This is an optimization exercise on Yosys and OpenROAD, whose aim is small area and a short achievable clock period, not a production implementation.
Only simulation tests tie the RTL to the original design; equivalence was not proved.

**design/flow/design.v**
```verilog
module zsab #(
    parameter [31:0] PREHEAT_NOMINAL      = 32'd400,
    parameter [15:0] PWM_RANGE            = 16'd5000,
    parameter [7:0]  KIND_SUPPORTED       = 8'h01,
    parameter [15:0] RST_UART_DIV         = 16'd16,
    parameter [31:0] RST_FRAME_TIMEOUT_MS = 32'd20,
    parameter [31:0] RST_CONV_SETTLE_MS   = 32'd2,
    parameter [31:0] RST_PWM_BUDGET_MS    = 32'd100,
    parameter [15:0] RST_SCK_HALF         = 16'd4
) (
    input             clk,
    input             rst,
    input      [31:0] ms_now,
    input      [5:0]  bus_addr,
    input             bus_we,
    input             bus_re,
    input      [31:0] bus_wdata,
    output reg [31:0] bus_rdata,
    output            uart_tx,
    input             uart_rx,
    output            sbr_sck,
    output            sbr_cs_n,
    input             sbr_so,
    input             pwm_in,
    output            tmr_suspend,
    output reg        evt_done
);
    localparam [3:0] S_IDLE      = 4'd0,
                     S_SER_START = 4'd1,
                     S_SER_TX    = 4'd2,
                     S_SER_RX    = 4'd3,
                     S_SER_CHECK = 4'd4,
                     S_SBR_START = 4'd5,
                     S_SBR_TRIG  = 4'd6,
                     S_SBR_SETTLE= 4'd7,
                     S_SBR_SETUP = 4'd8,
                     S_SBR_HI    = 4'd9,
                     S_SBR_LO    = 4'd10,
                     S_SBR_EVAL  = 4'd11,
                     S_PWM_START = 4'd12,
                     S_PWM_POLL  = 4'd13,
                     S_PWM_CALC  = 4'd14,
                     S_CHK_START = 4'd15;
    localparam [2:0] P_WAIT_LOW  = 3'd0,
                     P_WAIT_HIGH = 3'd1,
                     P_CNT_HIGH  = 3'd2,
                     P_CNT_LOW   = 3'd3,
                     P_FINISHED  = 3'd4;
    localparam [3:0] C_NONE         = 4'h0,
                     C_SUCCESS_UINT = 4'h1,
                     C_SUCCESS_FP2  = 4'h2,
                     C_FAIL         = 4'hF,
                     C_TIMEOUT      = 4'hE,
                     C_WRONG_ANSWER = 4'hD,
                     C_CHECKSUM     = 4'hC,
                     C_WRONG_ID     = 4'hB,
                     C_CONNECT      = 4'hA,
                     C_ACK_L        = 4'h9,
                     C_ACK_H        = 4'h8;
    localparam [1:0] RX_IDLE = 2'd0, RX_START = 2'd1, RX_DATA = 2'd2, RX_STOP = 2'd3;
    localparam [5:0] A_CMD = 6'h00, A_STATUS = 6'h01, A_RESULT = 6'h02, A_VALUE = 6'h03,
                     A_DEADLINE = 6'h04, A_UART_DIV = 6'h05, A_FRAME_TO = 6'h06,
                     A_CONV_SETTLE = 6'h07, A_PWM_BUDGET = 6'h08, A_SCK_HALF = 6'h09,
                     A_SBR_RAW = 6'h0A, A_PWM_HIGH = 6'h0B, A_PWM_LOW = 6'h0C,
                     A_FRAME0 = 6'h0D, A_FRAME1 = 6'h0E, A_FRAME2 = 6'h0F, A_NOW = 6'h10;
    reg [3:0]  seq;
    reg        done, rej;
    reg [2:0]  op;
    reg [3:0]  code;         
    reg [16:0] value_lo;     
    reg        value_s;
    reg [31:0] warmup_deadline;
    reg [15:0] uart_div;
    reg [31:0] frame_timeout_ms;
    reg [31:0] conv_settle_ms;
    reg [31:0] pwm_budget_ms;
    reg [15:0] sck_half;
    reg [15:0] sbr_raw;
    reg [31:0] pwm_high_ms;
    reg [31:0] pwm_low_ms;
    reg [7:0]  frame [0:8];
    reg [2:0]  pst;
    reg        kind_ok;
    reg [31:0] t0;
    reg [31:0] tm;           
    wire [15:0] cnt    = tm[31:16];
    wire [15:0] rx_cnt = tm[15:0];
    wire [3:0]  txi    = t0[7:4];
    wire [3:0]  txb    = t0[3:0];
    reg [1:0]  rx_st;
    reg [2:0]  rx_bit;
    reg [7:0]  rx_sh;
    reg [3:0]  rx_count;
    reg rx_s1, rx_s, so_s1, so_s, pwm_s1, pwm_s;
    integer k;
    wire        busy    = (seq != S_IDLE);
    wire        rx_en   = (seq == S_SER_TX) || (seq == S_SER_RX) || (seq == S_SER_CHECK);
    assign      tmr_suspend = (seq == S_PWM_POLL) || (seq == S_PWM_CALC);
    assign      sbr_sck  = (seq == S_SBR_HI);
    assign      sbr_cs_n = !((seq == S_SBR_TRIG) || (seq == S_SBR_SETUP) ||
                             (seq == S_SBR_HI) || (seq == S_SBR_LO));
    wire        start_st = (seq == S_SER_START) || (seq == S_PWM_START);
    wire [31:0] elapsed;
    zsab_sub #(32) u_el (.a(ms_now), .b(t0 & {32{!start_st}}), .d(elapsed));
    wire [31:0] limit   = start_st              ? warmup_deadline  :
                          (seq == S_SER_RX)     ? frame_timeout_ms :
                          (seq == S_SBR_SETTLE) ? conv_settle_ms : pwm_budget_ms;
    wire        expired;
    zsab_ge #(32) u_exp (.a(elapsed), .b(limit), .ge(expired));
    wire        preheat = !expired;
    wire [31:0] since   = ms_now - tm;
    wire [15:0] cnt_dec, rx_cnt_dec;
    zsab_dec #(16) u_cd (.a(cnt), .d(cnt_dec));
    zsab_dec #(16) u_rd (.a(rx_cnt), .d(rx_cnt_dec));
    wire        cnt_end = (cnt == 16'd1);
    wire        rx_end  = (rx_cnt == 16'd1);
    wire [7:0] fs2, fs3, fs4, fs5, fs6, frame_sum;
    zsab_fadd #(8) u_fs2 (.a(frame[1]), .b(frame[2]), .ci(1'b0), .s(fs2));
    zsab_fadd #(8) u_fs3 (.a(fs2), .b(frame[3]), .ci(1'b0), .s(fs3));
    zsab_fadd #(8) u_fs4 (.a(fs3), .b(frame[4]), .ci(1'b0), .s(fs4));
    zsab_fadd #(8) u_fs5 (.a(fs4), .b(frame[5]), .ci(1'b0), .s(fs5));
    zsab_fadd #(8) u_fs6 (.a(fs5), .b(frame[6]), .ci(1'b0), .s(fs6));
    zsab_fadd #(8) u_fs7 (.a(fs6), .b(frame[7]), .ci(1'b0), .s(frame_sum));
    wire [7:0] frame_chk = 8'd0 - frame_sum;
    reg [7:0] req_byte;
    always @* begin
        case (txi)
            4'd0: req_byte = 8'hFF;
            4'd1: req_byte = 8'h01;
            4'd2: req_byte = 8'h86;
            4'd8: req_byte = 8'h79;
            default: req_byte = 8'h00;
        endcase
    end
    assign uart_tx = (seq != S_SER_TX) || (txb == 4'd9) ||
                     ((txb != 4'd0) && req_byte[txb[2:0] - 3'd1]);
    wire [3:0] cmd_op    = bus_wdata[3:0];
    wire       cmd_legal = (bus_wdata[7:4] == 4'd0) && (bus_wdata[31:16] == 16'd0) &&
                           (cmd_op >= 4'd1) && (cmd_op <= 4'd4) &&
                           ((cmd_op == 4'd2) || (bus_wdata[15:8] == 8'd0));
    reg  [3:0] cmd_start;
    always @* begin
        case (cmd_op)
            4'd1: cmd_start = S_SER_START;
            4'd2: cmd_start = S_SBR_START;
            4'd3: cmd_start = S_PWM_START;
            default: cmd_start = S_CHK_START;
        endcase
    end
    wire        calc    = (seq == S_PWM_CALC);
    wire [31:0] l_in    = calc ? pwm_low_ms : since;
    wire [33:0] den     = {2'b00, pwm_high_ms} + {2'b00, l_in} - 34'd4;
    wire        den_pos = !den[33] && (den[32:0] != 33'd0);
    wire        neg     = (pwm_high_ms[31:1] == 31'd0);
    wire [31:0] mag;
    zsab_dec2 u_mag (.h(pwm_high_ms), .neg(neg), .m(mag));
    wire [44:0] num;
    zsab_x5000 u_mul (.m(mag), .p(num));
    wire [33:0] dw_in = calc ? {tm[7], t0, num[6]} : {2'b00, num[44:13]};
    wire [5:0]  dn_bit = calc ? num[5:0] : num[12:7];    
    wire [32:0] dn = ~den[32:0];
    wire [6:0]  dq;
    wire [32:0] dr [0:6];
    genvar gs;
    generate for (gs = 0; gs < 7; gs = gs + 1) begin : g_div
        wire [33:0] w;
        if (gs == 0) begin : g_first
            assign w = dw_in;
        end else begin : g_next
            assign w = {dr[gs - 1], dn_bit[6 - gs]};
        end
        zsab_dstage u_st (.w(w), .dn(dn), .sel(dq[6 - gs]), .r(dr[gs]));
    end endgenerate
    wire [13:0] quo    = {tm[6:0], dq};
    wire [14:0] pwm_q = neg ? (15'd0 - {1'b0, quo}) : {1'b0, quo};
    wire [15:0] raw       = tm[15:0];
    wire [16:0] sbr_x9, sbr_value;
    zsab_fadd #(17) u_x9  (.a({5'd0, raw[14:3]}), .b({2'd0, raw[14:3], 3'd0}), .ci(1'b0), .s(sbr_x9));
    zsab_fadd #(17) u_x25 (.a(sbr_x9), .b({1'd0, raw[14:3], 4'd0}), .ci(1'b0), .s(sbr_value));
    reg        fin;
    reg [3:0]  fin_code;
    reg [16:0] fin_val;
    reg        fin_s;
    always @* begin
        fin      = 1'b0;
        fin_code = C_NONE;
        fin_val  = 17'd0;
        fin_s    = 1'b0;
        case (seq)
            S_SER_START, S_PWM_START:
                if (preheat) begin
                    fin = 1'b1; fin_code = C_SUCCESS_UINT; fin_val = PREHEAT_NOMINAL[16:0];
                end
            S_SER_RX:
                if (rx_count != 4'd9 && expired) begin
                    fin = 1'b1; fin_code = C_TIMEOUT;
                end
            S_SER_CHECK: begin
                fin = 1'b1;
                if (frame[0] != 8'hFF)
                    fin_code = C_WRONG_ANSWER;
                else if (frame_chk != frame[8])
                    fin_code = C_CHECKSUM;
                else begin
                    fin_code = C_SUCCESS_UINT;
                    fin_val  = {1'b0, frame[6], frame[7]};
                end
            end
            S_SBR_START:
                if (!kind_ok) begin
                    fin = 1'b1; fin_code = C_FAIL;
                end
            S_SBR_EVAL: begin
                fin = 1'b1;
                if (raw[15])
                    fin_code = C_WRONG_ID;
                else if (raw[2])
                    fin_code = C_CONNECT;
                else begin
                    fin_code = C_SUCCESS_FP2;
                    fin_val  = sbr_value;
                end
            end
            S_PWM_POLL:
                if (expired) begin
                    fin = 1'b1;
                    fin_code = (pst == P_WAIT_LOW)  ? C_ACK_L :
                               (pst == P_WAIT_HIGH) ? C_ACK_H : C_TIMEOUT;
                end
            S_PWM_CALC: begin
                fin = 1'b1;
                if (!den_pos)
                    fin_code = C_FAIL;
                else begin
                    fin_code = C_SUCCESS_UINT;
                    fin_val  = {{2{pwm_q[14]}}, pwm_q};
                    fin_s    = pwm_q[14];
                end
            end
            S_CHK_START: begin
                fin = 1'b1; fin_code = C_SUCCESS_UINT; fin_val = {9'd0, frame_chk};
            end
            default: ;
        endcase
    end
    always @* begin
        case (bus_addr)
            A_STATUS:      bus_rdata = {12'd0, rx_count, tmr_suspend, pst, seq,
                                        1'b0, op, 1'b0, rej, done, busy};
            A_RESULT:      bus_rdata = {{29{code[3]}}, code[2:0]};
            A_VALUE:       bus_rdata = {{15{value_s}}, value_lo};
            A_DEADLINE:    bus_rdata = warmup_deadline;
            A_UART_DIV:    bus_rdata = {16'd0, uart_div};
            A_FRAME_TO:    bus_rdata = frame_timeout_ms;
            A_CONV_SETTLE: bus_rdata = conv_settle_ms;
            A_PWM_BUDGET:  bus_rdata = pwm_budget_ms;
            A_SCK_HALF:    bus_rdata = {16'd0, sck_half};
            A_SBR_RAW:     bus_rdata = {16'd0, sbr_raw};
            A_PWM_HIGH:    bus_rdata = pwm_high_ms;
            A_PWM_LOW:     bus_rdata = pwm_low_ms;
            A_FRAME0:      bus_rdata = {frame[3], frame[2], frame[1], frame[0]};
            A_FRAME1:      bus_rdata = {frame[7], frame[6], frame[5], frame[4]};
            A_FRAME2:      bus_rdata = {24'd0, frame[8]};
            A_NOW:         bus_rdata = ms_now;
            default:       bus_rdata = 32'd0;
        endcase
    end
    wire        cfg_we   = bus_we && !busy;
    wire [15:0] div_in   = (bus_wdata[15:2] == 14'd0) ? 16'd4 : bus_wdata[15:0];
    wire [15:0] half_in  = (bus_wdata[15:1] == 15'd0) ? 16'd2 : bus_wdata[15:0];
    wire [31:0] nrst32   = {32{!rst}};
    wire [31:0] rst32    = {32{rst}};
    always @(posedge clk)
        if (rst || (cfg_we && bus_addr == A_DEADLINE))
            warmup_deadline <= bus_wdata & nrst32;
    always @(posedge clk)
        if (rst || (cfg_we && bus_addr == A_UART_DIV))
            uart_div <= (div_in & nrst32[15:0]) | (RST_UART_DIV & rst32[15:0]);
    always @(posedge clk)
        if (rst || (cfg_we && bus_addr == A_FRAME_TO))
            frame_timeout_ms <= (bus_wdata & nrst32) | (RST_FRAME_TIMEOUT_MS & rst32);
    always @(posedge clk)
        if (rst || (cfg_we && bus_addr == A_CONV_SETTLE))
            conv_settle_ms <= (bus_wdata & nrst32) | (RST_CONV_SETTLE_MS & rst32);
    always @(posedge clk)
        if (rst || (cfg_we && bus_addr == A_PWM_BUDGET))
            pwm_budget_ms <= (bus_wdata & nrst32) | (RST_PWM_BUDGET_MS & rst32);
    always @(posedge clk)
        if (rst || (cfg_we && bus_addr == A_SCK_HALF))
            sck_half <= (half_in & nrst32[15:0]) | (RST_SCK_HALF & rst32[15:0]);
    always @(posedge clk) begin
        if (rst) begin
            seq <= S_IDLE; done <= 1'b0; rej <= 1'b0; op <= 3'd0;
            code <= C_NONE; value_lo <= 17'd0; value_s <= 1'b0;
            sbr_raw <= 16'd0; pwm_high_ms <= 32'd0; pwm_low_ms <= 32'd0;
            for (k = 0; k < 9; k = k + 1) frame[k] <= 8'd0;
            pst <= P_WAIT_LOW; kind_ok <= 1'b0;
            t0 <= 32'd0; tm <= 32'd0;
            rx_st <= RX_IDLE; rx_bit <= 3'd0;
            rx_sh <= 8'd0; rx_count <= 4'd0;
            rx_s1 <= 1'b1; rx_s <= 1'b1; so_s1 <= 1'b0; so_s <= 1'b0;
            pwm_s1 <= 1'b1; pwm_s <= 1'b1;
            evt_done <= 1'b0;
        end else begin
            rx_s1  <= uart_rx; rx_s  <= rx_s1;
            so_s1  <= sbr_so;  so_s  <= so_s1;
            pwm_s1 <= pwm_in;  pwm_s <= pwm_s1;
            evt_done <= 1'b0;
            if (bus_we) begin
                case (bus_addr)
                    A_CMD:
                        if (!busy && cmd_legal) begin
                            seq      <= cmd_start;
                            op       <= cmd_op[2:0];
                            done     <= 1'b0;
                            code     <= C_NONE;
                            value_lo <= 17'd0;
                            value_s  <= 1'b0;
                            kind_ok  <= (bus_wdata[15:8] == KIND_SUPPORTED);
                        end else begin
                            rej <= 1'b1;
                        end
                    A_STATUS: begin
                        if (bus_wdata[1]) done <= 1'b0;
                        if (bus_wdata[2]) rej  <= 1'b0;
                    end
                    A_DEADLINE, A_UART_DIV, A_FRAME_TO, A_CONV_SETTLE, A_PWM_BUDGET,
                    A_SCK_HALF, A_FRAME0, A_FRAME1, A_FRAME2:
                        if (busy) begin
                            rej <= 1'b1;
                        end else begin
                            case (bus_addr)
                                A_FRAME0: begin
                                    frame[0] <= bus_wdata[7:0];   frame[1] <= bus_wdata[15:8];
                                    frame[2] <= bus_wdata[23:16]; frame[3] <= bus_wdata[31:24];
                                end
                                A_FRAME1: begin
                                    frame[4] <= bus_wdata[7:0];   frame[5] <= bus_wdata[15:8];
                                    frame[6] <= bus_wdata[23:16]; frame[7] <= bus_wdata[31:24];
                                end
                                A_FRAME2:      frame[8] <= bus_wdata[7:0];
                                default: ;
                            endcase
                        end
                    default: ;
                endcase
            end
            if (rx_en && !fin) begin
                case (rx_st)
                    RX_IDLE:
                        if (!rx_s) begin
                            rx_st <= RX_START; tm[15:0] <= {1'b0, uart_div[15:1]};
                        end
                    RX_START:
                        if (rx_end) begin
                            if (!rx_s) begin
                                rx_st <= RX_DATA; tm[15:0] <= uart_div; rx_bit <= 3'd0;
                            end else begin
                                rx_st <= RX_IDLE;
                            end
                        end else begin
                            tm[15:0] <= rx_cnt_dec;
                        end
                    RX_DATA:
                        if (rx_end) begin
                            rx_sh  <= {rx_s, rx_sh[7:1]};
                            tm[15:0] <= uart_div;
                            if (rx_bit == 3'd7) rx_st <= RX_STOP;
                            else rx_bit <= rx_bit + 3'd1;
                        end else begin
                            tm[15:0] <= rx_cnt_dec;
                        end
                    default:  
                        if (rx_end) begin
                            rx_st <= RX_IDLE;
                            if (rx_count < 4'd9) begin
                                frame[rx_count] <= rx_sh;
                                rx_count <= rx_count + 4'd1;
                            end
                        end else begin
                            tm[15:0] <= rx_cnt_dec;
                        end
                endcase
            end
            case (seq)
                S_SER_START:
                    if (!preheat) begin
                        for (k = 0; k < 9; k = k + 1) frame[k] <= 8'd0;
                        rx_count <= 4'd0;
                        rx_st <= RX_IDLE;
                        t0[7:0] <= 8'd0; tm[31:16] <= uart_div;
                        seq <= S_SER_TX;
                    end
                S_SER_TX:
                    if (!cnt_end) begin
                        tm[31:16] <= cnt_dec;
                    end else begin
                        tm[31:16] <= uart_div;
                        if (txb != 4'd9) begin
                            t0[3:0] <= txb + 4'd1;
                        end else if (txi != 4'd8) begin
                            t0[7:0] <= {txi + 4'd1, 4'd0};
                        end else begin
                            t0  <= ms_now;
                            seq <= S_SER_RX;
                        end
                    end
                S_SER_RX:
                    if (rx_count == 4'd9) seq <= S_SER_CHECK;
                S_SBR_START:
                    if (kind_ok) begin
                        tm[31:16] <= sck_half; seq <= S_SBR_TRIG;
                    end
                S_SBR_TRIG:
                    if (!cnt_end) begin
                        tm[31:16] <= cnt_dec;
                    end else begin
                        t0 <= ms_now; seq <= S_SBR_SETTLE;
                    end
                S_SBR_SETTLE:
                    if (expired) begin
                        tm[31:16] <= sck_half; seq <= S_SBR_SETUP;
                    end
                S_SBR_SETUP:
                    if (!cnt_end) begin
                        tm[31:16] <= cnt_dec;
                    end else begin
                        tm[31:16] <= sck_half; t0[3:0] <= 4'd15; seq <= S_SBR_HI;
                    end
                S_SBR_HI:
                    if (!cnt_end) begin
                        tm[31:16] <= cnt_dec;
                    end else begin
                        tm[15:0] <= {tm[14:0], so_s}; tm[31:16] <= sck_half; seq <= S_SBR_LO;
                    end
                S_SBR_LO:
                    if (!cnt_end) begin
                        tm[31:16] <= cnt_dec;
                    end else if (txb == 4'd0) begin
                        seq <= S_SBR_EVAL;
                    end else begin
                        t0[3:0] <= txb - 4'd1; tm[31:16] <= sck_half; seq <= S_SBR_HI;
                    end
                S_SBR_EVAL:
                    sbr_raw <= raw;
                S_PWM_START:
                    if (!preheat) begin
                        t0 <= ms_now;
                        pst <= P_WAIT_LOW;
                        pwm_high_ms <= 32'd0; pwm_low_ms <= 32'd0;
                        seq <= S_PWM_POLL;
                    end
                S_PWM_POLL:
                    if (!expired) begin
                        case (pst)
                            P_WAIT_LOW:
                                if (!pwm_s) pst <= P_WAIT_HIGH;
                            P_WAIT_HIGH:
                                if (pwm_s) begin
                                    tm <= ms_now; pst <= P_CNT_HIGH;
                                end
                            P_CNT_HIGH:
                                if (!pwm_s) begin
                                    pwm_high_ms <= since; tm <= ms_now;
                                    pst <= P_CNT_LOW;
                                end
                            P_CNT_LOW:
                                if (pwm_s) begin
                                    pwm_low_ms <= since; pst <= P_FINISHED;
                                    seq <= S_PWM_CALC;
                                    t0 <= dr[6][31:0];
                                    tm[7:0] <= {dr[6][32], dq};
                                end
                            default: ;
                        endcase
                    end
                default: ;
            endcase
            if (fin) begin
                code     <= fin_code;
                value_lo <= fin_val;
                value_s  <= fin_s;
                done     <= 1'b1;
                seq      <= S_IDLE;
                evt_done <= 1'b1;
                rx_st    <= RX_IDLE;
            end
        end
    end
endmodule
module zsab_sub #(parameter W = 32) (input [W-1:0] a, input [W-1:0] b, output [W-1:0] d);
    wire [W:0] c;
    assign c[0] = 1'b1;
    genvar j;
    generate for (j = 0; j < W; j = j + 1) begin : g
        assign d[j]   = a[j] ^ ~b[j] ^ c[j];
        assign c[j+1] = (a[j] & ~b[j]) | (c[j] & (a[j] | ~b[j]));
    end endgenerate
endmodule
module zsab_ge #(parameter W = 32) (input [W-1:0] a, input [W-1:0] b, output ge);
    wire [W:0] c;
    assign c[0] = 1'b1;
    genvar j;
    generate for (j = 0; j < W; j = j + 1) begin : g
        assign c[j+1] = (a[j] & ~b[j]) | (c[j] & (a[j] | ~b[j]));
    end endgenerate
    assign ge = c[W];
endmodule
module zsab_dec #(parameter W = 16) (input [W-1:0] a, output [W-1:0] d);
    wire [W:0] b;
    assign b[0] = 1'b1;
    genvar j;
    generate for (j = 0; j < W; j = j + 1) begin : g
        assign d[j]   = a[j] ^ b[j];
        assign b[j+1] = b[j] & ~a[j];
    end endgenerate
endmodule
module zsab_dec2 (input [31:0] h, input neg, output [31:0] m);
    wire [31:0] d;
    wire [31:0] b;
    assign d[0] = h[0];
    assign b[1] = 1'b1;
    genvar j;
    generate for (j = 1; j < 32; j = j + 1) begin : g
        assign d[j] = h[j] ^ b[j];
        if (j < 31) begin : g_b
            assign b[j+1] = b[j] & ~h[j];
        end
    end endgenerate
    assign m = neg ? {30'd0, ~h[0], h[0]} : d;
endmodule
module zsab_fadd #(parameter W = 32) (input [W-1:0] a, input [W-1:0] b, input ci, output [W-1:0] s);
    wire [W:0] c;
    assign c[0] = ci;
    genvar j;
    generate for (j = 0; j < W; j = j + 1) begin : g
        assign s[j]   = a[j] ^ b[j] ^ c[j];
        assign c[j+1] = (a[j] & b[j]) | (a[j] & c[j]) | (b[j] & c[j]);
    end endgenerate
endmodule
module zsab_x5000 (input [31:0] m, output [44:0] p);
    wire [34:0] m5;      
    wire [35:0] m15;     
    wire [41:0] m625;    
    zsab_fadd #(35) u_a (.a({3'b000, m}), .b({1'b0, m, 2'b00}), .ci(1'b0), .s(m5));
    zsab_fadd #(36) u_b (.a({m, 4'd0}), .b(~{4'd0, m}), .ci(1'b1), .s(m15));
    zsab_fadd #(42) u_c (.a({m5, 7'd0}), .b(~{6'd0, m15}), .ci(1'b1), .s(m625));
    assign p = {m625, 3'd0};
endmodule
module zsab_dstage (input [33:0] w, input [32:0] dn, output sel, output [32:0] r);
    wire [33:0] c;
    assign c[0] = 1'b1;
    genvar j;
    generate for (j = 0; j < 33; j = j + 1) begin : g
        assign c[j+1] = (w[j] & dn[j]) | (c[j] & (w[j] | dn[j]));
        assign r[j]   = w[j] ^ (sel & (dn[j] ^ c[j]));
    end endgenerate
    assign sel = w[33] | c[33];
endmodule
```
**design/flow/flow/run.sh**
```bash
#!/bin/bash
set -euo pipefail
here=$(pwd)
rm -rf "$here/scripts_mod"
cp -r "$FLOW_HOME/scripts" "$here/scripts_mod"
cp "$here/flow/abc_area.script" "$here/scripts_mod/abc_area.script"
bash standard.sh SCRIPTS_DIR="$here/scripts_mod" \
    "BUFFER_PORTS_ARGS=-buffer_cell sky130_fd_sc_hd__buf_2" SETUP_SLACK_MARGIN=117.5 \
    "CTS_ARGS=-sink_clustering_enable -repair_clock_nets -dont_use_dummy_load -sink_clustering_size 30 -buf_list sky130_fd_sc_hd__clkbuf_4" finish > "$here/standard.log" 2>&1
```
**design/flow/flow/abc_area.script**
```
strash
dch
map -D 25
topo
stime -c
buffer -c
dnsize -c
```
**design/flow/standard.sh**
```bash
#!/bin/bash
# synth_recipe.tcl (not shown) runs the flow's synth.tcl, then flattens the netlist and writes it again
# the make line also repeats each setting of config.mk as NAME=value (left out here)
make -C /OpenROAD-flow-scripts/flow DESIGN_CONFIG=/design/flow/config.mk WORK_HOME=/design/flow/orfs CLKGATE_MAP_FILE= SYNTH_SCRIPT=/design/flow/synth_recipe.tcl "${@:-finish}"
```
**design/flow/config.mk**
```make
export PLATFORM = sky130hd
export DESIGN_NAME = zsab
export DESIGN_NICKNAME = zsab
export VERILOG_FILES = /design/flow/design.v
export SDC_FILE = /design/flow/constraint.sdc
export NUM_CORES = 4
export LEC_CHECK = 0
export ABC_AREA = 1
export CAP_MARGIN = 20
export CORE_MARGIN = 2
export CORE_UTILIZATION = 40
export CTS_BUF_LIST = sky130_fd_sc_hd__clkbuf_4
export CTS_CLUSTER_SIZE = 30
export SLEW_MARGIN = 20
```
**design/flow/constraint.sdc**
```tcl
create_clock -name core_clock -period 200.0 [get_ports {clk}]
set_input_delay 40.0000 -clock core_clock [delete_from_list [all_inputs] [get_ports {clk}]]
set_output_delay 40.0000 -clock core_clock [all_outputs]
set_load 0.01 [all_outputs]
```
==> flow_summary.yaml, run 1 <==
outcome:
  outcome: "no timing/DRC/antenna violations"
clock_tree:
  htree_levels: 3
  clock_latency_ps: 980
  cts_tree: "yes"
  clock_sinks: 435
  clk_pin_slew_ps: 50
  root_buffer: "clkbuf_4"
  cts-buffers-inserted: 117
  clockBufferDepth: 3
finish:
  drive_above_1_share_pct: 7.381
  postLayoutCoreUtil_pct: 43.34
  final_area_mm2: 0.04627
  final_nets: 6532
  area_growth_pct: 7.660
routing:
  drt_wl_total_um: 180400
  dr.pass1.iters: 6
  vias_per_cell: 5.809
  wl_per_cell_um: 24.09
  dr.first_iter.drc_count: 5219
  ant_nets: 0
  drcViolationCount: 0
  vias: 43504
critical_path:
  path_cells: "buf_2 -> inv_1 -> nor2_1 -> inv_1 -> nor2_1 -> buf_4 -> inv_1 -> buf_4 -> o22ai_1 -> a221oi_2 -> nand4_1 -> buf_2"
  startpoint_type: "input pin"
  critPathKind: "input pin to output pin"
  reg2reg_from: "pwm_high_ms[31]$_SDFFE_PP0P_"
  cpMostUsedCell: "inv_1"
  reg2reg_depth: 273
  crit_path_end: "bus_rdata[11]"
  cp_max_fo: 18
  rr_endpoint: "value_lo[16]$_SDFFE_PP0P_"
  crit_start: "bus_addr[3]"
  cpPeakStageDelay_ps: 490
  critical_path_arrival_ps: 42510
  path_buf_inv: 7
  crit_family: "buffers and inverters"
  worst-r2r-setup-slack_ps: 151900
  cpMaxStageDelayCell: "a221oi_2"
  crit_required_ps: 160000
  cp.depth: 12
  crit_path_end_kind: "output pin"
global_routing:
  grt_max_degree: 83
  grt-ovfl-total: 0
  grt_antenna_before_repair: 8
  grt_util_all_layers_pct: 31.64
  grt_pass1_vias: 40180
  grt_pass1_wl_um: 261700
synth:
  yosysWarnings: 1
  post-synth-top-count-cell: "nand2_1"
  synth-async-reset-ratio_pct: 0
  synth_edf_count: 232
  ys_ff_latch: 435
  synth.distinct_cells: 56
  yosys-top-cells-area: "edfxtp_1 (16%), dfxtp_1 (9.5%), nand2_1 (9.0%)"
  synth_nets: 6435
  synth_area_leader_cell: "edfxtp_1"
  synth_area_mm2: 0.04297
  syn_avg_cell_area_um2: 7.177
  synthFlopType: "edfxtp_1"
  netlist_top_cells_count: "nand2_1 (1033), inv_1 (905), nor2_1 (588)"
  yosysTopAreaCellShare_pct: 16.21
  synthCells: 5988
  ys_seq_area_share_pct: 25.67
placed_design:
  place.gp.congestion: 1.018
  hpwl_um: 140800
  portBuffers: 112
  dpl_cell_area_mm2: 0.04520
sta:
  slew_viol_final: 0
  rsz0062_at_grt: "false"
  fmax_mhz: 12.12
  final_hold_viol_count: 0
  skew_ps: 97.00
  fin_tns_setup_ps: 0
  period_needed_ps: 82510
  fin_crit_sh_pct: 41.25
  maxSlewHeadroom_pct: 24.18
  finalSetupViolCount: 0
  tightest_slew_ps: 1125
floorplanning:
  core_mm2: 0.1068
  num_rows: 120
  start_util_pct: 40.26
  dieArea_mm2: 0.1101
  dieHeight_um: 331.8
  fp.dieW_um: 331.8
  ios: 114
min_path:
  holdCritPathClass: "flop to flop"
run:
  max-cap-violations: 0
worst reg2reg max path, delay by kind of cell (launching register included):
kind | cells | cell delay, ps
AND/OR/NAND/NOR | 202 | 25810
adder cells (fa/ha/maj) | 40 | 14870
buffers and inverters | 15 | 3650
XOR/XNOR | 2 | 360
AO/OA/AOI/OAI | 14 | 2820
flip-flops | 1 | 460
cells in the final DEF, fill, tap and decap left out, types with 9 or more instances in the layout:
master     Yosys  routed
nand2_1     1033    1030
inv_1        905     902
nor2_1       588     573
xor2_1       405     405
a21oi_1      395     394
o21ai_0      399     394
nand3_1      370     369
edfxtp_1     232     232
dfxtp_1      203     203
ha_1         199     199
fa_1         171     171
clkbuf_4       0     117
buf_2         29     111
buf_4          7     105
a221oi_1     104      94
xnor2_1       89      88
o22ai_1       74      73
a22oi_1       65      65
nand4_1       64      64
or2_2         56      56
nor3_1        45      45
a31oi_1       43      43
o211ai_1      41      41
o31ai_1       31      31
maj3_1        28      28
a211oi_1      28      27
nor4_1        27      26
clkinv_1      23      21
and2_1        14      14
o21bai_1      14      14
o221ai_1      12      12
nor2_2         0      11
a32oi_1       11      11
o2111ai_1     10      10
a221oi_2       0       9
timing repair:
| item | in CTS | in global routing |
|---|---|---|
| endpoints found under the hold margin | 0 | 0 |
| setup endpoints to repair | 32 | 17 |
| hold buffers | 0 | 0 |
| setup buffers | 5 | 0 |
| gates resized for setup | 14 | 6 |
layout make-up:
cell class              count  area [um^2]
fillers                 11084        60490
multi-input cells        4378        27670
flip-flops and latches    435        11030
inverters                 934         3518
well taps                1403         1755
repair buffers            219         1403
clock buffers             117        878.3
diodes                      3        7.507
logic make-up (layout without fill, tap and decap cells):
logic type / count (synthesis) / after routing / share of synthesized area (%)
AND/OR/NAND/NOR: 2204 / 2204 / 21.45
AO/OA/AOI/OAI: 1282 / 1282 / 17.98
buffers and inverters: 1175 / 1270 / 10.42
XOR/XNOR: 494 / 494 / 10.07
flip-flops: 435 / 435 / 25.67
adder cells (fa/ha/maj): 398 / 398 / 14.41
other: 0 / 3 / 0
sequential cells by signal, summed over array words and instances (netlist names), 17 cells and up:
register,flops
conv_settle_ms,32
frame,72
frame_timeout_ms,32
pwm_budget_ms,32
pwm_high_ms,32
pwm_low_ms,32
t0,32
tm,32
value_lo,17
warmup_deadline,32
layer usage:
metal / vias to the layer above / track usage, % / wire length [um]
li1: 20131 / - / -
met1: 20527 / 42.20 / 73720
met2: 2332 / 48.97 / 77780
met3: 510 / 4.974 / 17350
met4: 4 / 17.45 / 11520
met5: - / 0 / 27
worst min-delay path by stage:
stage          slack (ps)              end        startpoint  depth (start not counted)
4_1_cts               410  rx_s$_SDFF_PP1_  rx_s1$_SDFF_PP1_                          1
3_5_place_dp          400  rx_s$_SDFF_PP1_  rx_s1$_SDFF_PP1_                          1
3_3_place_gp          400  rx_s$_SDFF_PP1_  rx_s1$_SDFF_PP1_                          1
6_report              410  rx_s$_SDFF_PP1_  rx_s1$_SDFF_PP1_                          1
5_1_grt               430  rx_s$_SDFF_PP1_  rx_s1$_SDFF_PP1_                          1
2_1_floorplan         390  so_s$_SDFF_PP0_  so_s1$_SDFF_PP0_                          2
through the flow:
stage | hold WS [ps] | setup slack [ps] | std cells
after CTS | 408.8 | 117510 | 7485
after global routing | 430.7 | 117500 | 7487
after floorplan | 388.3 | 118530 | 5988
after global placement | 395.3 | 116870 | 7363
final | 407.3 | 117490 | 7489
after detailed placement | 396.0 | 116910 | 7363
==> run 2, diff against run 1 <==
==> design/flow/flow/abc_area.script (replaced) <==
strash
dch
map -B 0.5
topo
stime -c
buffer -c
dnsize -c
==> run 2 against run 1 <==
Still clean on timing, DRC and antenna. Sequential share of layout area increased by 0.096 points. Via count decreased by 1.3%. Maximum frequency decreased by 0.11%. First-iteration DRC count decreased by 5.7%. Flip-flop and latch count unchanged. Setup slack got worse by 88 ps. Die area decreased by 0.49%. Clock skew increased by 8.4 ps.
==> flow_summary.yaml, run 2 <==
outcome:
  outcome: "no timing/DRC/antenna violations"
global_routing:
  grt_antenna_before_repair: 10
  grt_max_degree: 124
  grt-ovfl-total: 0
  grt_util_all_layers_pct: 31.45
  grt_pass1_wl_um: 255100
  grt_pass1_vias: 39251
sta:
  rsz0062_at_grt: "false"
  fmax_mhz: 12.11
  period_needed_ps: 82600
  tightest_slew_ps: 1164
  skew_ps: 105.4
  maxSlewHeadroom_pct: 21.56
  final_hold_viol_count: 0
  fin_crit_sh_pct: 41.30
  timing.final.ws_setup_ps: 117400
  slew_viol_final: 0
  fin_tns_setup_ps: 0
  finalSetupViolCount: 0
placed_design:
  place.gp.congestion: 1.015
  dp_slack_ps: 116860
  portBuffers: 112
  dpl_cell_area_mm2: 0.04503
  dpl.cell_count: 7393
  hpwl_um: 136100
clock_tree:
  cts-buffers-inserted: 115
  clk_pin_slew_ps: 60
  clock_sinks: 435
  clock_latency_ps: 960
  holdBufCountCts: 0
  clockBufferDepth: 3
  htree_levels: 3
  root_buffer: "clkbuf_4"
  cts_tree: "yes"
critical_path:
  worst-r2r-setup-slack_ps: 152340
  path_cells: "buf_2 -> inv_1 -> nor2_1 -> inv_1 -> nor3_1 -> buf_4 -> inv_1 -> buf_4 -> o21ai_0 -> nor4_2 -> o2111ai_1 -> buf_2"
  rr_endpoint: "value_lo[12]$_SDFFE_PP0P_"
  cpMostUsedCell: "inv_1"
  crit_start: "bus_addr[3]"
  path_buf_inv: 7
  cpMaxStageDelayCell: "nor4_2"
  crit_path_end: "bus_rdata[7]"
  crit_path_end_kind: "output pin"
  cp.depth: 12
  crit_family: "buffers and inverters"
  cpPeakStageDelay_ps: 450
  crit_required_ps: 160000
  startpoint_type: "input pin"
  critical_path_arrival_ps: 42600
  critPathKind: "input pin to output pin"
  reg2reg_depth: 285
  reg2reg_from: "pwm_high_ms[5]$_SDFFE_PP0P_"
  cp_max_fo: 20
finish:
  drive_above_1_share_pct: 7.057
  seq_area_mm2: 0.01103
  layout.cells.most_common_list: "nand2_1 (1229), inv_1 (928), nor2_1 (539), o21ai_0 (444), xor2_1 (426)"
  final_area_mm2: 0.04608
  final_nets: 6571
  instances_no_fill: 7516
  top_register: "frame"
  nFillCells: 10964
  area_growth_pct: 7.763
  largest_reg_flops: 72
  multi_input_comb_area_mm2: 0.02750
  layout_commonest_cell: "nand2_1"
routing:
  dr.first_iter.drc_count: 4921
  wl_per_cell_um: 23.47
  drt_wl_total_um: 176400
  vias_per_cell: 5.714
  dr.pass1.iters: 8
  vias: 42943
  drcViolationCount: 0
  ant_nets: 0
floorplanning:
  start_util_pct: 40.45
  dieArea_mm2: 0.1095
  fp.dieW_um: 331.0
  num_rows: 119
  core_mm2: 0.1057
  dieHeight_um: 331.0
  ios: 114
synth:
  synthCells: 6035
  synth_area_mm2: 0.04276
  yosysWarnings: 1
  synthFlopType: "edfxtp_1"
  yosys-top-cells-area: "edfxtp_1 (16%), nand2_1 (11%), dfxtp_1 (9.5%)"
  synth_edf_count: 232
  synth.distinct_cells: 52
  yosysTopAreaCellShare_pct: 16.29
  synth_nets: 6482
  syn_avg_cell_area_um2: 7.085
  netlist_top_cells_count: "nand2_1 (1231), inv_1 (932), nor2_1 (557)"
  synth_area_leader_cell: "edfxtp_1"
  ys_ff_latch: 435
  ys_seq_area_share_pct: 25.80
  post-synth-top-count-cell: "nand2_1"
  synth-async-reset-ratio_pct: 0
run:
  max-cap-violations: 0
min_path:
  holdCritPathClass: "flop to flop"
## run 2: changes by cell type in the layout (fill, tap and decap cells not counted), moves of 18 or more
cell      previous run  this run
a221oi_1            94        76
xor2_1             405       426
o21ai_0            394       444
a21oi_1            394       325
nand2_1           1030      1229
inv_1              902       928
nand3_1            369       327
a22oi_1             65        45
nor2_1             573       539
or2_2               56        38
## run 2: per-stage QoR
stage | hold WS, ps | utilization (%)
after floorplan | 388.3 | -
after CTS | 408.0 | 43.49
after global placement | 389.3 | 42.59
after global routing | 415.6 | 43.59
final | 406.3 | 43.59
after detailed placement | 394.6 | 42.59
## run 2: cells by family (layout without fill, tap and decap cells)
family	count (synthesis)	in the layout	synth area share (%)
AOI/OAI and AO/OA	1186	1186	16.45
and+or+nand+nor	2295	2295	22.04
DFF	435	435	25.80
xor gates and xnor gates	521	521	10.67
other	0	3	0
buffers and inverters	1199	1286	10.54
adders and majority gates	399	399	14.51
## run 2: layout make-up
cell class / count / area share [%]
inverter: 963 / 7.883
sequential: 435 / 23.94
timing repair buffer: 208 / 2.829
antenna: 3 / 0.01629
clock buffer: 115 / 1.874
tap: 1391 / 3.777
multi-input combinational: 4401 / 59.68
## run 2: timing repair
action	in CTS	in global routing
pin swaps	0	1
buffers inserted	2	3
endpoints found under the setup margin	31	18
endpoints found under the hold margin	0	0
resized for setup	22	13
cloned	0	0
## run 2: routing by layer
| layer | vias to the layer above | global-route usage, % | routed length [um] |
|---|---|---|---|
| li1 | 19959 | - | - |
| met1 | 20211 | 42.06 | 71700 |
| met2 | 2264 | 46.28 | 73440 |
| met3 | 499 | 7.564 | 19590 |
| met4 | 10 | 17.99 | 11580 |
| met5 | - | 0 | 63 |
## run 2: how the worst min path moves through the flow
stage	startpoint	endpoint	slack, ps	cells past startpoint
6_report	so_s1$_SDFF_PP0_	so_s$_SDFF_PP0_	410	2
5_1_grt	so_s1$_SDFF_PP0_	so_s$_SDFF_PP0_	420	2
4_1_cts	so_s1$_SDFF_PP0_	so_s$_SDFF_PP0_	410	2
3_5_place_dp	so_s1$_SDFF_PP0_	so_s$_SDFF_PP0_	390	2
3_3_place_gp	so_s1$_SDFF_PP0_	so_s$_SDFF_PP0_	390	2
2_1_floorplan	so_s1$_SDFF_PP0_	so_s$_SDFF_PP0_	390	2
## run 2: worst register-to-register path: cells and delay by family, from the launching register on
kind	cells	cell delay, ps
AO/OA/AOI/OAI	4	670
XOR/XNOR	3	610
adder cells (fa/ha/maj)	40	15490
buffers and inverters	19	3810
flip-flops	1	300
AND/OR/NAND/NOR	219	26690
==> run 3, diff against run 2 <==
==> design/flow/flow/abc_area.script (replaced) <==
strash
dch
map -B 0.3
topo
stime -c
buffer -c
dnsize -c
==> run 3 against run 2 <==
Hold slack better by 6.3 ps. Clock skew up 33 ps. First-iteration DRC count down 0.30%. Final cell count up 0.75%. Clock-buffer cell count up 2. Core utilization down 0.20 points. Still clean. Die area up 0.74%. Register-to-register slack worse by 220 ps. Via count up 0.99%. Critical path type unchanged. Setup slack better by 61 ps.
==> flow_summary.yaml, run 3 <==
critical_path:
  reg2reg_depth: 283
  crit_start: "bus_addr[5]"
  worst-r2r-setup-slack_ps: 152120
  crit_required_ps: 160000
  cp_max_fo: 25
  rr_endpoint: "value_lo[15]$_SDFFE_PP0P_"
  critical_path_arrival_ps: 42540
  startpoint_type: "input pin"
  critPathKind: "input pin to output pin"
  crit_path_end: "bus_rdata[13]"
  reg2reg_from: "pwm_high_ms[7]$_SDFFE_PP0P_"
  crit_path_end_kind: "output pin"
synth:
  netlist_top_cells_count: "nand2_1 (1183), inv_1 (958), nor2_1 (573)"
  ys_seq_area_share_pct: 25.60
  yosysTopAreaCellShare_pct: 16.17
  synth_nets: 6520
  yosys-top-cells-area: "edfxtp_1 (16%), nand2_1 (10%), dfxtp_1 (9.4%)"
  synthFlopType: "edfxtp_1"
  synth_edf_count: 232
  yosysWarnings: 1
  synth_area_mm2: 0.04308
  synth-async-reset-ratio_pct: 0
  synth.distinct_cells: 54
  synth_area_leader_cell: "edfxtp_1"
  synthCells: 6073
  ys_ff_latch: 435
  post-synth-top-count-cell: "nand2_1"
  syn_avg_cell_area_um2: 7.094
min_path:
  min_path_cells: 1
  holdCritPathClass: "flop to flop"
routing:
  dr.first_iter.drc_count: 4906
  vias: 43370
  ant_nets: 0
  drt_wl_total_um: 179400
  dr.pass1.iters: 8
  drcViolationCount: 0
  wl_per_cell_um: 23.70
  vias_per_cell: 5.728
floorplanning:
  start_util_pct: 40.30
  dieHeight_um: 332.2
  ios: 114
  num_rows: 120
  dieArea_mm2: 0.1103
  core_mm2: 0.1069
  fp.dieW_um: 332.2
placed_design:
  dp_slack_ps: 117060
  portBuffers: 112
  place.gp.congestion: 0.9975
  hpwl_um: 141200
clock_tree:
  clockBufferDepth: 3
  clock_sinks: 435
  root_buffer: "clkbuf_4"
  cts_tree: "yes"
  clock_latency_ps: 980
  clk_pin_slew_ps: 70
  htree_levels: 3
  cts-buffers-inserted: 117
sta:
  skew_ps: 137.9
  fin_tns_setup_ps: 0
  slew_viol_final: 0
  tightest_slew_ps: 1281
  finalSetupViolCount: 0
  timing.final.ws_setup_ps: 117460
  final_hold_viol_count: 0
  fmax_mhz: 12.12
  maxSlewHeadroom_pct: 13.72
  fin_crit_sh_pct: 41.27
  period_needed_ps: 82540
  rsz0062_at_grt: "false"
global_routing:
  grt_pass1_wl_um: 260700
  grt-ovfl-total: 0
  grt_max_degree: 91
  grt_pass1_vias: 39914
  grt_util_all_layers_pct: 31.50
  grt_antenna_before_repair: 17
finish:
  top_register: "frame"
  layout_commonest_cell: "nand2_1"
  final_nets: 6610
  area_growth_pct: 7.659
  largest_reg_flops: 72
  drive_above_1_share_pct: 6.736
  layout.cells.most_common_list: "nand2_1 (1181), inv_1 (954), nor2_1 (562), xor2_1 (432), nand3_1 (386)"
outcome:
  outcome: "no timing/DRC/antenna violations"
run:
  max-cap-violations: 0
run 3: how the worst min path moves through the flow:
stage / slack (ps) / startpoint / end
final: 410 / rx_s1$_SDFF_PP1_ / rx_s$_SDFF_PP1_
after global placement: 400 / rx_s1$_SDFF_PP1_ / rx_s$_SDFF_PP1_
after global routing: 430 / rx_s1$_SDFF_PP1_ / rx_s$_SDFF_PP1_
after CTS: 420 / rx_s1$_SDFF_PP1_ / rx_s$_SDFF_PP1_
after floorplan: 390 / so_s1$_SDFF_PP0_ / so_s$_SDFF_PP0_
after detailed placement: 410 / so_s1$_SDFF_PP0_ / so_s$_SDFF_PP0_
run 3: routing by layer:
metal  global-route usage [%]  vias to the layer above  part of all wire, %
li1                         -                    20212                    -
met1                    42.04                    20462                   41
met2                    47.92                     2216                   43
met3                    6.305                      466                  9.8
met4                    16.82                       14                  6.1
met5                        0                        -                0.048
run 3: cell type report:
type                            count  area [um^2]
Clock buffer                      117        878.3
Inverter                          985         3705
Fill cell                       11225        60520
Antenna cell                        8        20.02
Timing Repair Buffer              211         1350
Sequential cell                   435        11030
Multi-Input combinational cell   4413        27640
Tap cell                         1403         1755
run 3: cell families (layout without fill, tap and decap cells):
kind of cell               count (synthesis)  after routing  share of synthesized area (%)
buffers and inverters                   1225           1313                          10.67
adders and majority gates                399            399                          14.40
and+or+nand+nor                         2330           2330                          22.41
xor gates and xnor gates                 502            502                          10.21
AOI/OAI and AO/OA                       1182           1182                          16.71
other                                      0              8                              0
DFF                                      435            435                          25.60
run 3: worst max-delay path, stage by stage:
cell      delay [ps]
buf_2             90
nor2_1            80
nand3_1          170
nor2_1            80
buf_4            200
inv_1             80
buf_6            310
o22ai_1          210
a221oi_1         430
nand4_1          510
buf_2            310
run 3: through the flow:
step	std cells	area [um^2]	hold slack, ps	util (%)
3_3_place_gp	7442	45340	395.3	42.42
2_1_floorplan	6073	43080	388.3	-
6_report	7572	46380	412.6	43.38
5_1_grt	7567	46370	433.1	43.37
4_1_cts	7562	46290	423.2	43.31
3_5_place_dp	7442	45340	409.9	42.42
run 3: repair_timing:
item	in CTS	in global routing
gates resized for setup	7	6
setup buffers	3	1
pin swaps	0	1
endpoints found under the setup margin	26	21
hold buffers	0	0
hold endpoints to repair	0	0
==> run 4, diff against run 3 <==
==> design/flow/flow/abc_area.script (replaced) <==
strash
dch
map -D 25
topo
stime -c
buffer -c
dnsize -c
--- a/design/flow/config.mk
+++ b/design/flow/config.mk
@@ -6,9 +6,9 @@
 export NUM_CORES = 4
 export LEC_CHECK = 0
 export ABC_AREA = 1
-export CAP_MARGIN = 20
+export CAP_MARGIN = 10
 export CORE_MARGIN = 2
 export CORE_UTILIZATION = 40
 export CTS_BUF_LIST = sky130_fd_sc_hd__clkbuf_4
 export CTS_CLUSTER_SIZE = 30
-export SLEW_MARGIN = 20
+export SLEW_MARGIN = 10
==> run 4 against run 3 <==
Critical path type unchanged. Final cell count fell by 1.1%. Via count fell by 0.11%. Area after synthesis fell by 0.25%. Still clean. Synthesized cell count fell by 1.4%. Clock-buffer cell count fell by 2. Die area fell by 0.24%. Clock skew fell by 57 ps. Setup slack improved by 51 ps. Register-to-register slack got worse by 600 ps. Maximum frequency barely moved.
==> flow_summary.yaml, run 4 <==
outcome:
  outcome: "no timing/DRC/antenna violations"
global_routing:
  grt_pass1_wl_um: 261100
  grt-ovfl-total: 0
  grt_max_degree: 83
  grt_antenna_before_repair: 7
  grt_pass1_vias: 40293
  grt_util_all_layers_pct: 31.61
critical_path:
  crit_required_ps: 160000
  critical_path_arrival_ps: 42480
  cpMaxStageDelayCell: "o22ai_1"
  startpoint_type: "input pin"
  path_cells: "buf_2 -> nor2_2 -> nand3_1 -> nor2_1 -> buf_4 -> inv_1 -> buf_4 -> o22ai_1 -> a221oi_1 -> nand4_1 -> buf_2"
  cpPeakStageDelay_ps: 400
  path_buf_inv: 5
  cp_max_fo: 18
  critPathKind: "input pin to output pin"
  crit_path_end_kind: "output pin"
  crit_family: "buffers and inverters"
sta:
  maxSlewHeadroom_pct: 19.85
  finalSetupViolCount: 0
  rsz0062_at_grt: "false"
  period_needed_ps: 82490
  fin_tns_setup_ps: 0
  skew_ps: 80.63
  tightest_slew_ps: 1190
  final_hold_viol_count: 0
  fmax_mhz: 12.12
  slew_viol_final: 0
  timing.final.ws_setup_ps: 117520
  fin_crit_sh_pct: 41.24
finish:
  nFillCells: 11160
  drive_above_1_share_pct: 7.352
  top_register: "frame"
  largest_reg_flops: 72
  layout_commonest_cell: "nand2_1"
  area_growth_pct: 7.657
  final_nets: 6529
  instances_no_fill: 7491
  multi_input_comb_area_mm2: 0.02769
  seq_area_mm2: 0.01103
  layout.cells.most_common_list: "nand2_1 (1031), inv_1 (901), nor2_1 (574), xor2_1 (405)"
placed_design:
  portBuffers: 112
  hpwl_um: 140600
  dp_slack_ps: 116860
  place.gp.congestion: 1.018
  dpl.cell_count: 7363
floorplanning:
  num_rows: 120
  start_util_pct: 40.26
  ios: 114
  dieHeight_um: 331.8
  dieArea_mm2: 0.1101
  core_mm2: 0.1068
  fp.dieW_um: 331.8
synth:
  ys_ff_latch: 435
  yosysWarnings: 1
  synth_area_mm2: 0.04297
  syn_avg_cell_area_um2: 7.177
  synth_nets: 6435
  yosys-top-cells-area: "edfxtp_1 (16%), dfxtp_1 (9.5%), nand2_1 (9.0%)"
  synth_area_leader_cell: "edfxtp_1"
  synth.distinct_cells: 56
  ys_seq_area_share_pct: 25.67
  synth-async-reset-ratio_pct: 0
  synthFlopType: "edfxtp_1"
  yosysTopAreaCellShare_pct: 16.21
  post-synth-top-count-cell: "nand2_1"
  synth_edf_count: 232
  netlist_top_cells_count: "nand2_1 (1033), inv_1 (905), nor2_1 (588)"
  synthCells: 5988
clock_tree:
  htree_levels: 3
  holdBufCountCts: 0
  cts_tree: "yes"
  root_buffer: "clkbuf_4"
  clock_sinks: 435
  clockBufferDepth: 3
  clock_latency_ps: 960
  clk_pin_slew_ps: 60
  cts-buffers-inserted: 115
routing:
  dr.first_iter.drc_count: 4891
  ant_nets: 0
  dr.pass1.iters: 7
  vias_per_cell: 5.783
  drcViolationCount: 0
  wl_per_cell_um: 24.01
  vias: 43321
  drt_wl_total_um: 179900
min_path:
  holdCritPathClass: "flop to flop"
run:
  max-cap-violations: 0
[run 4: cell types whose count changed in the layout (fill, tap and decap cells not counted), moves of 11 or more]
cell      delta
nand2_1    -150
a21oi_1     +70
inv_1       -53
xor2_1      -27
o211ai_1    -21
o31ai_1     +20
xnor2_1     +19
nand3_1     -17
or2_2       +16
o21ai_0     +13
nor2_1      +12
a22oi_1     +11
and2_1      +11
[run 4: path summary, 6_finish.rpt]
kind / start / endpoint / slack [ps] / cells past startpoint
max: bus_addr[5] / bus_rdata[14] / 117520 / 11
min: rx_s1$_SDFF_PP1_ / rx_s$_SDFF_PP1_ / 410 / 1
max reg2reg: pwm_high_ms[31]$_SDFFE_PP0P_ / value_lo[16]$_SDFFE_PP0P_ / 151520 / 273
min reg2reg: rx_s1$_SDFF_PP1_ / rx_s$_SDFF_PP1_ / 410 / 1
[run 4: metrics by stage]
step	hold slack, ps	util [%]	area [um^2]
detailed placement	398.6	42.34	45190
global route	444.6	43.32	46250
floorplan	388.3	-	42970
CTS	414.7	43.27	46190
finish	413.8	43.34	46260
global placement	395.3	42.34	45190
[run 4: cell families (layout without fill, tap and decap cells)]
logic type / count (synthesis) / count (layout) / synth area share (%)
other: 0 / 8 / 0
DFF: 435 / 435 / 25.67
buffers and inverters: 1175 / 1267 / 10.42
xor gates and xnor gates: 494 / 494 / 10.07
AOI/OAI and AO/OA: 1282 / 1282 / 17.98
and+or+nand+nor: 2204 / 2204 / 21.45
adders and majority gates: 398 / 398 / 14.41
[run 4: cell type report]
class | instances | share of cell area, %
Multi-Input combinational cell | 4378 | 59.84
Tap cell | 1403 | 3.794
Clock buffer | 115 | 1.866
Inverter | 934 | 7.613
Sequential cell | 435 | 23.84
Antenna cell | 8 | 0.04327
Timing Repair Buffer | 218 | 2.999
[run 4: what timing repair did]
| action | in CTS | in global routing |
|---|---|---|
| gates resized for setup | 16 | 8 |
| setup buffers | 5 | 0 |
| endpoints found under the setup margin | 31 | 30 |
| gates cloned | 0 | 0 |
[run 4: layer usage]
| layer | vias up | global-route usage (%) | part of all wire [%] |
|---|---|---|---|
| met3 | 467 | 5.885 | 9.7 |
| met2 | 2216 | 48.57 | 43 |
| li1 | 20106 | - | - |
| met4 | 6 | 18.22 | 6.3 |
| met1 | 20526 | 41.58 | 41 |
| met5 | - | 0 | 0.023 |
==> run 5, diff against run 4 <==
==> design/flow/flow/run.sh (replaced) <==
#!/bin/bash
set -euo pipefail
here=$(pwd)
rm -rf "$here/scripts_mod"
cp -r "$FLOW_HOME/scripts" "$here/scripts_mod"
cp "$here/flow/abc_area.script" "$here/scripts_mod/abc_area.script"
bash standard.sh SCRIPTS_DIR="$here/scripts_mod" \
    "BUFFER_PORTS_ARGS=-buffer_cell sky130_fd_sc_hd__buf_2" SETUP_SLACK_MARGIN=118 \
    "CTS_ARGS=-sink_clustering_enable -repair_clock_nets -dont_use_dummy_load -sink_clustering_size 30 -buf_list sky130_fd_sc_hd__clkbuf_4" finish > "$here/standard.log" 2>&1
--- a/design/flow/config.mk
+++ b/design/flow/config.mk
@@ -6,9 +6,9 @@
 export NUM_CORES = 4
 export LEC_CHECK = 0
 export ABC_AREA = 1
-export CAP_MARGIN = 10
+export CAP_MARGIN = 20
 export CORE_MARGIN = 2
 export CORE_UTILIZATION = 40
 export CTS_BUF_LIST = sky130_fd_sc_hd__clkbuf_4
 export CTS_CLUSTER_SIZE = 30
-export SLEW_MARGIN = 10
+export SLEW_MARGIN = 20
==> run 5 against run 4 <==
Clock skew up 8.7 ps. Setup slack gained 370 ps. Core utilization increased by 0.56 points. Critical path type unchanged.
==> flow_summary.yaml, run 5 <==
clock_tree:
  holdBufCountCts: 0
  cts-buffers-inserted: 117
  htree_levels: 3
  clock_latency_ps: 980
  clk_pin_slew_ps: 50
  clock_sinks: 435
  cts_tree: "yes"
  clockBufferDepth: 3
  root_buffer: "clkbuf_4"
synth:
  synth-async-reset-ratio_pct: 0
  synth.distinct_cells: 56
  synthCells: 5988
  yosys-top-cells-area: "edfxtp_1 (16%), dfxtp_1 (9.5%), nand2_1 (9.0%)"
  yosysTopAreaCellShare_pct: 16.21
  syn_avg_cell_area_um2: 7.177
  synthFlopType: "edfxtp_1"
  netlist_top_cells_count: "nand2_1 (1033), inv_1 (905), nor2_1 (588)"
  synth_area_mm2: 0.04297
  synth_nets: 6435
  ys_seq_area_share_pct: 25.67
  synth_area_leader_cell: "edfxtp_1"
  post-synth-top-count-cell: "nand2_1"
  ys_ff_latch: 435
  synth_edf_count: 232
  yosysWarnings: 1
floorplanning:
  num_rows: 120
  core_mm2: 0.1068
  ios: 114
  dieHeight_um: 331.8
  fp.dieW_um: 331.8
  dieArea_mm2: 0.1101
  start_util_pct: 40.26
global_routing:
  grt_max_degree: 83
  grt-ovfl-total: 0
  grt_pass1_vias: 40304
  grt_pass1_wl_um: 262300
  grt_antenna_before_repair: 6
  grt_util_all_layers_pct: 31.69
sta:
  period_needed_ps: 82120
  fin_tns_setup_ps: 0
  hold-worst-slack_ps: 407.3
  fmax_mhz: 12.18
  rsz0062_at_grt: "true"
  fin_crit_sh_pct: 41.06
  skew_ps: 89.37
  tightest_slew_ps: 1124
  final_hold_viol_count: 0
  slew_viol_final: 0
  finalSetupViolCount: 0
  maxSlewHeadroom_pct: 24.28
critical_path:
  crit_path_end_kind: "output pin"
  critPathKind: "input pin to output pin"
  rr_endpoint: "value_lo[3]$_SDFFE_PP0P_"
  worst-r2r-setup-slack_ps: 151890
  startpoint_type: "input pin"
  reg2reg_from: "pwm_high_ms[31]$_SDFFE_PP0P_"
  critical_path_arrival_ps: 42120
  crit_required_ps: 160000
  cp_max_fo: 5
  reg2reg_depth: 269
placed_design:
  place.gp.congestion: 1.018
  dpl.cell_count: 7363
  hpwl_um: 140800
  portBuffers: 112
  dpl_cell_area_mm2: 0.04520
finish:
  layout_commonest_cell: "nand2_1"
  final_nets: 6561
  final_area_mm2: 0.04686
  instances_no_fill: 7519
  largest_reg_flops: 72
  area_growth_pct: 9.055
  top_register: "frame"
  drive_above_1_share_pct: 8.410
  nFillCells: 11037
  layout.cells.most_common_list: "nand2_1 (1030), inv_1 (898), nor2_1 (566), xor2_1 (405), a21oi_1 (393)"
routing:
  dr.pass1.iters: 6
  dr.first_iter.drc_count: 5358
  ant_nets: 0
  drcViolationCount: 0
  vias: 43638
  vias_per_cell: 5.804
  wl_per_cell_um: 24.14
  drt_wl_total_um: 181500
min_path:
  holdCritPathClass: "flop to flop"
  min_path_cells: 1
  min_to: "rx_s$_SDFF_PP1_"
  hold_start: "rx_s1$_SDFF_PP1_"
outcome:
  outcome: "no timing/DRC/antenna violations"
run:
  max-cap-violations: 0
-- run 5: cell count changes in the layout (fill, tap and decap cells not counted), moves of 5 or more --
cell,before,now
nor2_2,10,15
a221oi_2,9,16
nor2_1,574,566
buf_4,104,117
o22ai_2,3,12
a221oi_1,94,85
o22ai_1,71,62
buf_6,1,9
-- run 5: kinds of logic (layout without fill, tap and decap cells) --
family | after synthesis | count (layout) | share of synthesized area, %
flip-flops | 435 | 435 | 25.67
adder cells (fa/ha/maj) | 398 | 398 | 14.41
AND/OR/NAND/NOR | 2204 | 2204 | 21.45
other | 0 | 4 | 0
AO/OA/AOI/OAI | 1282 | 1282 | 17.98
buffers and inverters | 1175 | 1299 | 10.42
XOR/XNOR | 494 | 494 | 10.07
-- run 5: area by class of cell --
type / count / area, um^2 / share of cell area [%]
multi-input cells: 4378 / 27890 / 59.52
flip-flops and latches: 435 / 11030 / 23.54
inverters: 934 / 3537 / 7.548
repair buffers: 247 / 1755 / 3.746
well taps: 1403 / 1755 / 3.746
clock buffers: 117 / 878.3 / 1.874
diodes: 4 / 10.01 / 0.02136
repair inverters: 1 / 5.005 / 0.01068
-- run 5: worst max path at each step --
stage	from	to	slack [ps]
after floorplan	bus_addr[5]	bus_rdata[30]	118530
after global placement	bus_addr[5]	bus_rdata[5]	116870
after detailed placement	bus_addr[5]	bus_rdata[5]	116910
after CTS	bus_addr[5]	bus_rdata[14]	117980
after global routing	bus_addr[4]	bus_rdata[14]	117940
final	bus_addr[4]	bus_rdata[15]	117880
-- run 5: routing by layer --
metal	wire, um	GRT usage (%)
met5	32	0
met4	11530	17.28
met3	16890	5.225
met2	78580	49.24
met1	74460	42.02
-- run 5: per-stage QoR --
step / setup WS, ps / util [%]
finish: 117880 / 43.90
global route: 117940 / 43.89
CTS: 117980 / 43.55
detailed placement: 116910 / 42.34
global placement: 116870 / 42.34
floorplan: 118530 / -
-- run 5: what timing repair did --
item                                    in CTS  in global routing
gates resized for setup                     58                 31
endpoints found under the hold margin        0                  0
pin swaps                                    6                 12
cloned                                       0                  3
setup buffers                               13                 18
endpoints found under the setup margin      32                 24
-- run 5: worst max-delay path, cell delays in order --
cell	delay, ps
buf_2	120
nor2_4	170
nand3b_1	200
buf_4	200
nor2_4	150
clkinvlp_4	190
a21oi_1	470
a221oi_1	110
nand4_1	170
a2111o_1	200
buf_6	130

[what the ideal ports hide]
Ports are ideal in the flow. The routed layouts listed here were re-timed in OpenROAD.
Step 1: set_driving_cell puts a clkbuf_16 on clk and a buf_2 on each other input, an assumption about the parent block.
Step 2 times the ports against the registers' clock, not the clock port: input delays grow and output delays shrink by t, the midpoint of the rising clock arrivals with the driver on.
a / b / c = ideal / step 1 / step 2; a / b = the first two.
run | t (ns) | slack for setup (ns) | worst slew at a driven data input, ns | pins driven straight from the clock port
run 1 | 0.986 | 117.491 / 117.445 / 117.445 | 0.10 | 1
run 2 | 0.972 | 117.403 / 117.374 / 117.374 | 0.14 | 1
run 3 | 0.979 | 117.464 / 117.443 / 117.443 | 0.16 | 1
run 4 | 0.982 | 117.515 / 117.486 / 117.486 | 0.11 | 1
run 5 | 0.996 | 117.881 / 117.861 / 117.861 | 0.10 | 1
After both steps every run listed still meets setup and hold. For run 1, which loses most, drivers alone change the setup slack by -0.046 ns; drivers and shift together by -0.046 ns.
